Source: an optimization exercise on an open RTL-to-GDS flow (aim: small area, a short achievable clock period and few clock cycles). Production flows keep margins and buffers that such runs may drop. The RTL was checked by simulation tests, not by an equivalence proof against the original design. Power and IR drop assume default switching activity.

==> run a: inputs <==
Design crc4pc, start of the top module:
module crc4pc (
    input  wire        clk,
    input  wire        rst,
    input  wire        req_valid,
    input  wire        req_write,
    input  wire        req_mem,
    input  wire [7:0]  req_addr,
    input  wire [31:0] req_wdata,
    output wire        req_ready,
    output reg         rsp_valid,
    output reg  [31:0] rsp_rdata
);
export LEC_CHECK = 0
export CAP_MARGIN = 20
export CORE_MARGIN = 2
export CORE_UTILIZATION = 30
export PLACE_DENSITY = 0.45
export SLEW_MARGIN = 20
create_clock -name core_clock -period 9.0 [get_ports {clk}]
run.sh (not shown) runs the stock make flow with config.mk's settings and CLKGATE_MAP_FILE= SYNTH_SCRIPT=/design/flow/synth_recipe.tcl, a recipe that flattens the netlist after the stock synthesis.
==> run b: changes against run a <==
--- a/flow/design.v
+++ b/flow/design.v
@@ -184,41 +184,41 @@
     reg        xv;        
     reg [1:0]  xk;        
     reg        xfirst;    
     reg        xlast;     
     reg [1:0]  xw;        
     reg [3:0]  xa;        
     reg [15:0] xmask;     
-    reg        xcorr;     
     reg [2:0]  xrf;       
     reg [63:0] xt;        
+    reg [63:0] xtp;       
+    reg        xcorr;     
     reg [3:0]  acc;       
     reg [2:0]  rfp;       
     wire [4:0] slot = req_addr[6:2];
     wire conflict = req_mem ||
                     (req_write ? (slot == R_CMD || slot == R_HDR)
                                : (slot == R_CRC_RESULT || slot == R_HDR || slot == R_HDR_FIELDS));
     assign req_ready = !busy || (bg && !conflict);
     wire host_acc = req_valid && req_ready;
     wire host_mwr = req_valid && !busy && req_write && req_mem;
     wire host_rwr = host_acc && req_write && !req_mem;
     reg  [2047:0] memv;                   
-    wire [7:0]  eaddr   = dcorr ? src_addr[7:0] : ptr;    
-    wire [3:0]  ptr_hi1 = eaddr[7:4] + 4'd1;
+    wire [3:0]  ptr_hi1 = ptr[7:4] + 4'd1;
     wire [127:0] bank_out;
     wire [63:0]  rowsel;                  
     genvar gb, gr;
     generate
         for (gb = 0; gb < 16; gb = gb + 1) begin : g_bank
             wire [127:0] col;
             for (gr = 0; gr < 16; gr = gr + 1) begin : g_row
                 assign col[8*gr +: 8] = memv[8*(16*gr + gb) +: 8];
             end
             assign rowsel[4*gb +: 4] = !busy ? req_addr[7:4] :
-                                       ((gb < ptr[3:0]) ? ptr_hi1 : eaddr[7:4]);
+                                       ((gb < ptr[3:0]) ? ptr_hi1 : ptr[7:4]);
             assign bank_out[8*gb +: 8] = col[8*rowsel[4*gb +: 4] +: 8];
         end
     endgenerate
     wire [3:0]  c_asm = mp(acc, cexp);
     wire [7:0]  h0_asm = {a_k[0], a_n, 3'b101};
     wire        hdr_src = (st == S_AH) || (st == S_HS);
     wire        wr_st   = hdr_src || (st == S_AW);
@@ -284,46 +284,55 @@
     wire [3:0]  dw_n   = hw[6:3];
     wire [4:0]  dw_m   = {hw[11:8], hw[7]};
     wire [5:0]  dw_sz  = 6'd2 + {2'd0, dw_n} + {1'b0, dw_m};
     wire [5:0]  dw_szm1 = dw_sz - 6'd1;
     wire [3:0]  dw_err = (hw[2:0] != 3'b101) ? E_FLAG :
                          (dw_n == 4'd0 || dw_m == 5'd0) ? E_LENGTH :
                          (src_len[31:6] == 26'd0 && src_len[5:0] < dw_sz) ? E_TRUNC_PKT : E_OK;
-    wire [5:0]  dl_sz  = 6'd2 + {2'd0, lane[6:3]} + {1'b0, lane[11:8], lane[7]};
-    reg         dk1;
-    wire [5:0]  dw_rem = dw_sz - {dw, 4'd0};
-    wire [4:0]  dw_hi  = (dw_rem[5:4] != 2'd0) ? 5'd16 : {1'b0, dw_rem[3:0]};
+    reg  [3:0]  derr_r;    
+    wire        dk1    = (dw_sz[5:4] == 2'd0) || (dw_sz == 6'd16);    
     wire        dw_last = (dw_szm1[5:4] == dw);
-    wire        dcorr  = (st == S_DR) && (dw == 2'd1) && dk1;
-    wire [15:0] dmask  = to_banks(dcorr ? lanes({1'b0, dw_sz[4:0]}, 5'd16) : lanes(5'd0, dw_hi), ptr[3:0]);
+    wire        dcor = (dw == 2'd1) && dk1;
+    wire [15:0] dmask;
+    genvar gd;
+    generate
+        for (gd = 0; gd < 16; gd = gd + 1) begin : g_dm
+            wire [3:0] jb = gd[3:0] - ptr[3:0];
+            assign dmask[gd] = dcor ? ({2'd0, jb} >= dw_sz) : ({dw, jb} < dw_sz);
+        end
+    endgenerate
     wire [63:0] thi;
     wire [63:0] tlo;
     generate
         for (gb = 0; gb < 16; gb = gb + 1) begin : g_sum
             wire blo = (gb < xa);
-            assign thi[4*gb +: 4] = (xmask[gb] && !blo) ? xt[4*gb +: 4] : 4'd0;
-            assign tlo[4*gb +: 4] = (xmask[gb] &&  blo) ? xt[4*gb +: 4] : 4'd0;
+            wire [3:0] t = xcorr ? xtp[4*gb +: 4] : xt[4*gb +: 4];
+            assign thi[4*gb +: 4] = (xmask[gb] && !blo) ? t : 4'd0;
+            assign tlo[4*gb +: 4] = (xmask[gb] &&  blo) ? t : 4'd0;
         end
     endgenerate
     wire [3:0] shi = thi[3:0]   ^ thi[7:4]   ^ thi[11:8]  ^ thi[15:12] ^
                      thi[19:16] ^ thi[23:20] ^ thi[27:24] ^ thi[31:28] ^
                      thi[35:32] ^ thi[39:36] ^ thi[43:40] ^ thi[47:44] ^
                      thi[51:48] ^ thi[55:52] ^ thi[59:56] ^ thi[63:60];
     wire [3:0] slo = tlo[3:0]   ^ tlo[7:4]   ^ tlo[11:8]  ^ tlo[15:12] ^
                      tlo[19:16] ^ tlo[23:20] ^ tlo[27:24] ^ tlo[31:28] ^
                      tlo[35:32] ^ tlo[39:36] ^ tlo[43:40] ^ tlo[47:44] ^
                      tlo[51:48] ^ tlo[55:52] ^ tlo[59:56] ^ tlo[63:60];
     wire [3:0] usum = shi ^ mp(slo, 3'd3);
     wire [2:0]  dw_2s  = e_2a(src_addr[3:0]);
     wire [2:0]  dw_2sz = add7(add7(3'd4, e2x6({2'd0, dw_n})), e2x6({1'b0, dw_m}));
-    wire [3:0]  dw_x   = mp(hw[15:12], sub7(3'd0, add7(dw_2sz, dw_2s))) ^
-                         mp(hw[15:12], sub7(3'd5, dw_2s));
+    wire [2:0]  dw_e4k = (dw_szm1[5:4] == 2'd0) ? 3'd4 : (dw_szm1[5:4] == 2'd1) ? 3'd1 : 3'd5;
+    wire [2:0]  dw_g1  = sub7(3'd0, add7(dw_2sz, dw_2s));
+    wire [2:0]  dw_g2  = sub7(3'd5, dw_2s);
+    reg  [2:0]  dg1, dg2, de4k;
+    wire [3:0]  dtgt_w = mp(mp(hw[15:12], dg1) ^ mp(hw[15:12], dg2), de4k);
     wire [2:0] e_step  = (xk == X_RANGE) ? (xfirst ? sub7(3'd4, e_2a(xa)) : 3'd4) :
                          (xk == X_DIS) ? (xcorr ? 3'd0 : 3'd4) : sub7(rfp, xrf);
-    wire [3:0] acc_src = (xk == X_DIS && xw == 2'd0) ? dw_x : acc;
+    wire [3:0] acc_src = (xk == X_DIS && xw == 2'd0) ? 4'd0 : acc;
     wire [3:0] acc_n   = mp(acc_src, e_step) ^ usum;
     wire [63:0] crc_value = {crc_value_hi, crc_value_lo};
     wire [63:0] vmask;
     wire [63:0] vterm;
     generate
         for (gb = 0; gb < 64; gb = gb + 1) begin : g_vm
             assign vmask[gb] = (crc_bits > gb);
@@ -470,15 +479,16 @@
             rsp_valid <= 1'b0;
         else
             rsp_valid <= host_acc && !req_write;
         if (host_acc && !req_write)
             rsp_rdata <= req_mem ? {24'd0, lane[7:0]} : reg_rd;
     end
     always @(posedge clk) begin
-        xt <= tb;
+        xt  <= tb;
+        xtp <= xt;
         if (rst) begin
             busy          <= 1'b0;
             bg            <= 1'b0;
             st            <= S_IDLE;
             xv            <= 1'b0;
             status_err    <= E_OK;
             status_done   <= 1'b0;
@@ -497,14 +507,27 @@
             dst_addr      <= 32'd0;
             hdr           <= 16'd0;
             res_size      <= 6'd0;
             res_name_addr <= 8'd0;
             res_msg_addr  <= 8'd0;
             res_msg_len   <= 5'd0;
         end else begin
+            if (!busy) begin
+                a_n    <= name_len[3:0];
+                a_k    <= asm_k;
+                a_size <= asm_size;
+                a_na   <= name_addr[7:0];
+                a_dst  <= dst_addr[7:0];
+                a_kd0  <= asm_kd0;
+                a_end  <= asm_end;
+                a_dlt  <= msg_addr[7:0] - asm_kd0[7:0];
+                a_desc <= asm_desc;
+                a_q0   <= asm_desc ? asm_last[7:4] : asm_kd0[7:4];
+                a_qe   <= asm_desc ? asm_kd0[7:4] : asm_last[7:4];
+            end
             if (host_rwr) begin
                 case (slot)
                     R_CMD: begin
                         status_done <= 1'b1;
                         status_err  <= E_OK;
                         case (req_wdata[3:0])
                             4'h0: ;
@@ -585,25 +608,14 @@
                                     bg     <= 1'b1;
                                     st     <= S_AN;
                                     ptr    <= name_addr[7:0];
                                     mlo    <= 5'd0;
                                     mhi    <= {1'b0, name_len[3:0]};
                                     acc    <= asm_hck;
                                     rfp    <= 3'd0;
-                                    a_n    <= name_len[3:0];
-                                    a_k    <= asm_k;
-                                    a_size <= asm_size;
-                                    a_na   <= name_addr[7:0];
-                                    a_dst  <= dst_addr[7:0];
-                                    a_kd0  <= asm_kd0;
-                                    a_end  <= asm_end;
-                                    a_dlt  <= msg_addr[7:0] - asm_kd0[7:0];
-                                    a_desc <= asm_desc;
-                                    a_q0   <= asm_desc ? asm_last[7:4] : asm_kd0[7:4];
-                                    a_qe   <= asm_desc ? asm_kd0[7:4] : asm_last[7:4];
                                 end
                             end
                             4'h9: begin
                                 if (!f_rng_src) begin
                                     status_err <= E_ADDR;
                                 end else if (f_srclt2) begin
                                     status_err <= E_TRUNC_HDR;
@@ -704,28 +716,28 @@
                         crc_raw <= c_asm;
                         crc_exp <= 3'd0;
                         busy    <= 1'b0;
                         bg      <= 1'b0;
                         st      <= S_IDLE;
                     end
                     S_DR: begin
-                        xv  <= 1'b1;
                         xk  <= X_DIS;
                         ptr <= ptr + 8'd16;
                         dw  <= dw + 2'd1;
                         if (dw == 2'd0) begin
                             hw    <= {lane[15:8], lane[7:0]};
-                            dk1   <= (dl_sz <= 6'd16);
+                            xv    <= 1'b1;
                             xmask <= 16'hFFFF;
                             xlast <= 1'b0;
                         end else begin
+                            xv    <= 1'b1;
                             xmask <= dmask;
-                            xcorr <= dcorr;
-                            xlast <= dcorr || dw_last;
-                            if (dcorr || dw_last)
+                            xcorr <= dcor;
+                            xlast <= dcor || dw_last;
+                            if (dcor || dw_last)
                                 st <= S_WAIT;
                         end
                     end
                     default: ;
                 endcase
             end
             if (xv) begin
@@ -737,27 +749,29 @@
                     crc_exp     <= xa_2a;
                     status_err  <= E_OK;
                     status_done <= 1'b1;
                     busy        <= 1'b0;
                     st          <= S_IDLE;
                     xv          <= 1'b0;
                 end
-                if (xk == X_DIS) begin
-                    if (xw == 2'd0 && dw_err != E_OK) begin
-                        status_err  <= dw_err;
-                        status_done <= 1'b1;
-                        busy        <= 1'b0;
-                        st          <= S_IDLE;
-                        xv          <= 1'b0;
-                    end else if (xlast) begin
-                        status_done <= 1'b1;
-                        busy        <= 1'b0;
-                        st          <= S_IDLE;
-                        xv          <= 1'b0;
-                        if (acc_n != 4'd0) begin
+                if (xk == X_DIS && xw == 2'd0) begin
+                    derr_r <= dw_err;
+                    dg1    <= dw_g1;
+                    dg2    <= dw_g2;
+                    de4k   <= dw_e4k;
+                end
+                if (xk == X_DIS && xlast) begin
+                    status_done <= 1'b1;
+                    busy        <= 1'b0;
+                    st          <= S_IDLE;
+                    xv          <= 1'b0;
+                    if (derr_r != E_OK) begin
+                        status_err <= derr_r;
+                    end else begin
+                        if (acc_n != dtgt_w) begin
                             status_err <= E_CHECKSUM;
                         end else begin
                             status_err    <= E_OK;
                             hdr           <= hw;
                             crc_raw       <= hw[15:12];
                             crc_exp       <= 3'd0;
                             res_size      <= dw_sz;
CAP_MARGIN = 10   (was 20)
CORE_UTILIZATION = 50   (was 30)
PLACE_DENSITY = 0.7   (was 0.45)
SETUP_SLACK_MARGIN = 3.5   (was unset)
SLEW_MARGIN = 10   (was 20)
==> run c: changes against run a <==
--- a/flow/design.v
+++ b/flow/design.v
@@ -198,27 +198,26 @@
                     (req_write ? (slot == R_CMD || slot == R_HDR)
                                : (slot == R_CRC_RESULT || slot == R_HDR || slot == R_HDR_FIELDS));
     assign req_ready = !busy || (bg && !conflict);
     wire host_acc = req_valid && req_ready;
     wire host_mwr = req_valid && !busy && req_write && req_mem;
     wire host_rwr = host_acc && req_write && !req_mem;
     reg  [2047:0] memv;                   
-    wire [7:0]  eaddr   = dcorr ? src_addr[7:0] : ptr;    
-    wire [3:0]  ptr_hi1 = eaddr[7:4] + 4'd1;
+    wire [3:0]  ptr_hi1 = ptr[7:4] + 4'd1;
     wire [127:0] bank_out;
     wire [63:0]  rowsel;                  
     genvar gb, gr;
     generate
         for (gb = 0; gb < 16; gb = gb + 1) begin : g_bank
             wire [127:0] col;
             for (gr = 0; gr < 16; gr = gr + 1) begin : g_row
                 assign col[8*gr +: 8] = memv[8*(16*gr + gb) +: 8];
             end
             assign rowsel[4*gb +: 4] = !busy ? req_addr[7:4] :
-                                       ((gb < ptr[3:0]) ? ptr_hi1 : eaddr[7:4]);
+                                       ((gb < ptr[3:0]) ? ptr_hi1 : ptr[7:4]);
             assign bank_out[8*gb +: 8] = col[8*rowsel[4*gb +: 4] +: 8];
         end
     endgenerate
     wire [3:0]  c_asm = mp(acc, cexp);
     wire [7:0]  h0_asm = {a_k[0], a_n, 3'b101};
     wire        hdr_src = (st == S_AH) || (st == S_HS);
     wire        wr_st   = hdr_src || (st == S_AW);
@@ -284,21 +283,22 @@
     wire [3:0]  dw_n   = hw[6:3];
     wire [4:0]  dw_m   = {hw[11:8], hw[7]};
     wire [5:0]  dw_sz  = 6'd2 + {2'd0, dw_n} + {1'b0, dw_m};
     wire [5:0]  dw_szm1 = dw_sz - 6'd1;
     wire [3:0]  dw_err = (hw[2:0] != 3'b101) ? E_FLAG :
                          (dw_n == 4'd0 || dw_m == 5'd0) ? E_LENGTH :
                          (src_len[31:6] == 26'd0 && src_len[5:0] < dw_sz) ? E_TRUNC_PKT : E_OK;
-    wire [5:0]  dl_sz  = 6'd2 + {2'd0, lane[6:3]} + {1'b0, lane[11:8], lane[7]};
-    reg         dk1;
+    reg         dcor;      
+    reg  [3:0]  derr_r;    
+    reg  [3:0]  dtgt;      
+    wire        dk1    = (dw_sz[5:4] == 2'd0) || (dw_sz == 6'd16);    
     wire [5:0]  dw_rem = dw_sz - {dw, 4'd0};
     wire [4:0]  dw_hi  = (dw_rem[5:4] != 2'd0) ? 5'd16 : {1'b0, dw_rem[3:0]};
     wire        dw_last = (dw_szm1[5:4] == dw);
-    wire        dcorr  = (st == S_DR) && (dw == 2'd1) && dk1;
-    wire [15:0] dmask  = to_banks(dcorr ? lanes({1'b0, dw_sz[4:0]}, 5'd16) : lanes(5'd0, dw_hi), ptr[3:0]);
+    wire [15:0] dmask  = to_banks(dcor ? lanes({1'b0, dw_sz[4:0]}, 5'd16) : lanes(5'd0, dw_hi), ptr[3:0]);
     wire [63:0] thi;
     wire [63:0] tlo;
     generate
         for (gb = 0; gb < 16; gb = gb + 1) begin : g_sum
             wire blo = (gb < xa);
             assign thi[4*gb +: 4] = (xmask[gb] && !blo) ? xt[4*gb +: 4] : 4'd0;
             assign tlo[4*gb +: 4] = (xmask[gb] &&  blo) ? xt[4*gb +: 4] : 4'd0;
@@ -313,17 +313,19 @@
                      tlo[35:32] ^ tlo[39:36] ^ tlo[43:40] ^ tlo[47:44] ^
                      tlo[51:48] ^ tlo[55:52] ^ tlo[59:56] ^ tlo[63:60];
     wire [3:0] usum = shi ^ mp(slo, 3'd3);
     wire [2:0]  dw_2s  = e_2a(src_addr[3:0]);
     wire [2:0]  dw_2sz = add7(add7(3'd4, e2x6({2'd0, dw_n})), e2x6({1'b0, dw_m}));
     wire [3:0]  dw_x   = mp(hw[15:12], sub7(3'd0, add7(dw_2sz, dw_2s))) ^
                          mp(hw[15:12], sub7(3'd5, dw_2s));
+    wire [2:0]  dw_e4k = (dw_szm1[5:4] == 2'd0) ? 3'd4 : (dw_szm1[5:4] == 2'd1) ? 3'd1 : 3'd5;
+    wire [3:0]  dw_tgt = mp(dw_x, dw_e4k);
     wire [2:0] e_step  = (xk == X_RANGE) ? (xfirst ? sub7(3'd4, e_2a(xa)) : 3'd4) :
                          (xk == X_DIS) ? (xcorr ? 3'd0 : 3'd4) : sub7(rfp, xrf);
-    wire [3:0] acc_src = (xk == X_DIS && xw == 2'd0) ? dw_x : acc;
+    wire [3:0] acc_src = (xk == X_DIS && xw == 2'd0) ? 4'd0 : acc;
     wire [3:0] acc_n   = mp(acc_src, e_step) ^ usum;
     wire [63:0] crc_value = {crc_value_hi, crc_value_lo};
     wire [63:0] vmask;
     wire [63:0] vterm;
     generate
         for (gb = 0; gb < 64; gb = gb + 1) begin : g_vm
             assign vmask[gb] = (crc_bits > gb);
@@ -497,14 +499,27 @@
             dst_addr      <= 32'd0;
             hdr           <= 16'd0;
             res_size      <= 6'd0;
             res_name_addr <= 8'd0;
             res_msg_addr  <= 8'd0;
             res_msg_len   <= 5'd0;
         end else begin
+            if (!busy) begin
+                a_n    <= name_len[3:0];
+                a_k    <= asm_k;
+                a_size <= asm_size;
+                a_na   <= name_addr[7:0];
+                a_dst  <= dst_addr[7:0];
+                a_kd0  <= asm_kd0;
+                a_end  <= asm_end;
+                a_dlt  <= msg_addr[7:0] - asm_kd0[7:0];
+                a_desc <= asm_desc;
+                a_q0   <= asm_desc ? asm_last[7:4] : asm_kd0[7:4];
+                a_qe   <= asm_desc ? asm_kd0[7:4] : asm_last[7:4];
+            end
             if (host_rwr) begin
                 case (slot)
                     R_CMD: begin
                         status_done <= 1'b1;
                         status_err  <= E_OK;
                         case (req_wdata[3:0])
                             4'h0: ;
@@ -585,37 +600,27 @@
                                     bg     <= 1'b1;
                                     st     <= S_AN;
                                     ptr    <= name_addr[7:0];
                                     mlo    <= 5'd0;
                                     mhi    <= {1'b0, name_len[3:0]};
                                     acc    <= asm_hck;
                                     rfp    <= 3'd0;
-                                    a_n    <= name_len[3:0];
-                                    a_k    <= asm_k;
-                                    a_size <= asm_size;
-                                    a_na   <= name_addr[7:0];
-                                    a_dst  <= dst_addr[7:0];
-                                    a_kd0  <= asm_kd0;
-                                    a_end  <= asm_end;
-                                    a_dlt  <= msg_addr[7:0] - asm_kd0[7:0];
-                                    a_desc <= asm_desc;
-                                    a_q0   <= asm_desc ? asm_last[7:4] : asm_kd0[7:4];
-                                    a_qe   <= asm_desc ? asm_kd0[7:4] : asm_last[7:4];
                                 end
                             end
                             4'h9: begin
                                 if (!f_rng_src) begin
                                     status_err <= E_ADDR;
                                 end else if (f_srclt2) begin
                                     status_err <= E_TRUNC_HDR;
                                 end else begin
                                     busy <= 1'b1;
                                     st   <= S_DR;
                                     ptr  <= src_addr[7:0];
                                     dw   <= 2'd0;
+                                    dcor <= 1'b0;
                                 end
                             end
                             default: status_err <= E_ILLEGAL;
                         endcase
                     end
                     R_CRC_START:    crc_start    <= req_wdata[3:0];
                     R_CRC_BITS:     crc_bits     <= req_wdata[6:0];
@@ -704,28 +709,31 @@
                         crc_raw <= c_asm;
                         crc_exp <= 3'd0;
                         busy    <= 1'b0;
                         bg      <= 1'b0;
                         st      <= S_IDLE;
                     end
                     S_DR: begin
-                        xv  <= 1'b1;
                         xk  <= X_DIS;
                         ptr <= ptr + 8'd16;
                         dw  <= dw + 2'd1;
                         if (dw == 2'd0) begin
                             hw    <= {lane[15:8], lane[7:0]};
-                            dk1   <= (dl_sz <= 6'd16);
+                            xv    <= 1'b1;
                             xmask <= 16'hFFFF;
                             xlast <= 1'b0;
+                        end else if (dw == 2'd1 && dk1) begin
+                            dcor <= 1'b1;
+                            ptr  <= src_addr[7:0];
                         end else begin
+                            xv    <= 1'b1;
                             xmask <= dmask;
-                            xcorr <= dcorr;
-                            xlast <= dcorr || dw_last;
-                            if (dcorr || dw_last)
+                            xcorr <= dcor;
+                            xlast <= dcor || dw_last;
+                            if (dcor || dw_last)
                                 st <= S_WAIT;
                         end
                     end
                     default: ;
                 endcase
             end
             if (xv) begin
@@ -737,27 +745,27 @@
                     crc_exp     <= xa_2a;
                     status_err  <= E_OK;
                     status_done <= 1'b1;
                     busy        <= 1'b0;
                     st          <= S_IDLE;
                     xv          <= 1'b0;
                 end
-                if (xk == X_DIS) begin
-                    if (xw == 2'd0 && dw_err != E_OK) begin
-                        status_err  <= dw_err;
-                        status_done <= 1'b1;
-                        busy        <= 1'b0;
-                        st          <= S_IDLE;
-                        xv          <= 1'b0;
-                    end else if (xlast) begin
-                        status_done <= 1'b1;
-                        busy        <= 1'b0;
-                        st          <= S_IDLE;
-                        xv          <= 1'b0;
-                        if (acc_n != 4'd0) begin
+                if (xk == X_DIS && xw == 2'd0) begin
+                    derr_r <= dw_err;
+                    dtgt   <= dw_tgt;
+                end
+                if (xk == X_DIS && xlast) begin
+                    status_done <= 1'b1;
+                    busy        <= 1'b0;
+                    st          <= S_IDLE;
+                    xv          <= 1'b0;
+                    if (derr_r != E_OK) begin
+                        status_err <= derr_r;
+                    end else begin
+                        if (acc_n != dtgt) begin
                             status_err <= E_CHECKSUM;
                         end else begin
                             status_err    <= E_OK;
                             hdr           <= hw;
                             crc_raw       <= hw[15:12];
                             crc_exp       <= 3'd0;
                             res_size      <= dw_sz;
CORE_UTILIZATION = 45   (was 30)
PLACE_DENSITY = 0.6   (was 0.45)
SETUP_SLACK_MARGIN = 3.5   (was unset)
==> qor summary <==
| quantity | run b | run a | run c |
|---|---|---|---|
| Multi-input gate share of total cell area | 0.378 | 0.360 | 0.368 |
| Number of placement rows | 198 | 252 | 205 |
| Mapped Nets | 12,800 | 12,100 | 12,100 |
| Simple-gate share of the synthesized area | 0.104 | 0.104 | 0.101 |
| GRT Overall Usage | 0.381 | 0.221 | 0.315 |
| Origin of the critical flop-to-flop path | ptr[5] | hw[8] | hw[5] |
| Worst-case register-to-register setup slack | 3420 ps | 590 ps | 3050 ps |
| Overall power after layout | 32.9 mW | 31.6 mW | 31.6 mW |
| Met1 track demand over resource in global routing | 0.500 | 0.291 | 0.415 |
| Detailed-routed wire length on met2 | 258 mm | 256 mm | 232 mm |
| Dpl ws | 903 ps | 453 ps | 579 ps |
| Top-area cell type share of the netlist area | 0.486 | 0.502 | 0.504 |
| Launch point of the worst path | req_mem | hw[8] | hw[5] |
| DP Area | 154,000 sq um | 151,000 sq um | 149,000 sq um |
| Crit-path max FO | 11 | 15 | 12 |
| Antenna violations before repair | 50 | 21 | 28 |
| Wire length on met3 | 67.9 mm | 34.7 mm | 52.4 mm |
| Static leakage power | 58.6 nW | 54.1 nW | 55.6 nW |
| Proportion of power drawn by combinational gates | 0.153 | 0.128 | 0.142 |
| Run status | no timing/DRC/antenna violations | no timing/DRC/antenna violations | no timing/DRC/antenna violations |
| Nets@finish | 13,000 | 12,200 | 12,400 |
| Tap Cells | 3,900 | 6,223 | 4,140 |
| Fraction of final layout cells sized beyond drive strength 1 | 0.180 | 0.144 | 0.195 |
| Via count of the first global-routing pass | 108,000 | 99,500 | 99,500 |
| Data arrival time of the critical path | 6200 ps | 9300 ps | 6590 ps |
| Count of plain and timing-repair buffers | 819 | 538 | 794 |
Testbench counts of run a, summed over its fixed seeds: cycles 10,183.
Testbench counts of run b, summed over its fixed seeds: cycles 10,183.
Testbench counts of run c, summed over its fixed seeds: cycles 10,205.

[static timing again, ports no longer ideal]
In the flow no input, the clock included, has a driving cell. The finished layouts below were timed again as built, in two steps. Step 1 (the two cells are an assumption about what drives the block):
set clk [get_ports {clk}]
set_driving_cell -lib_cell sky130_fd_sc_hd__clkbuf_16 $clk
set_driving_cell -lib_cell sky130_fd_sc_hd__buf_2 [delete_from_list [all_inputs] $clk]
Step 2 times the ports against the registers' clock, not the clock port: input delays grow and output delays shrink by t, the midpoint of the rising clock arrivals with the driver on. Slacks: ideal ports / drivers / drivers and shift; pairs: ideal ports / drivers.
| run | shift t [ns] | slack for setup (ns) | worst setup path after step 2 | slew at the worst register clock pin (ns) |
|---|---|---|---|---|
| run a | 1.117 | 0.589 / 0.589 / 0.396 | input to register | 0.08 / 0.08 |
| run b | 1.030 | 3.331 / 3.410 / 2.380 | input to register | 0.08 / 0.08 |
| run c | 1.037 | 3.050 / 3.050 / 2.488 | input to register | 0.07 / 0.07 |
After both steps every run listed still meets setup and hold. For run b, which loses most, drivers alone change the setup slack by +0.079 ns; drivers and shift together by -0.951 ns.
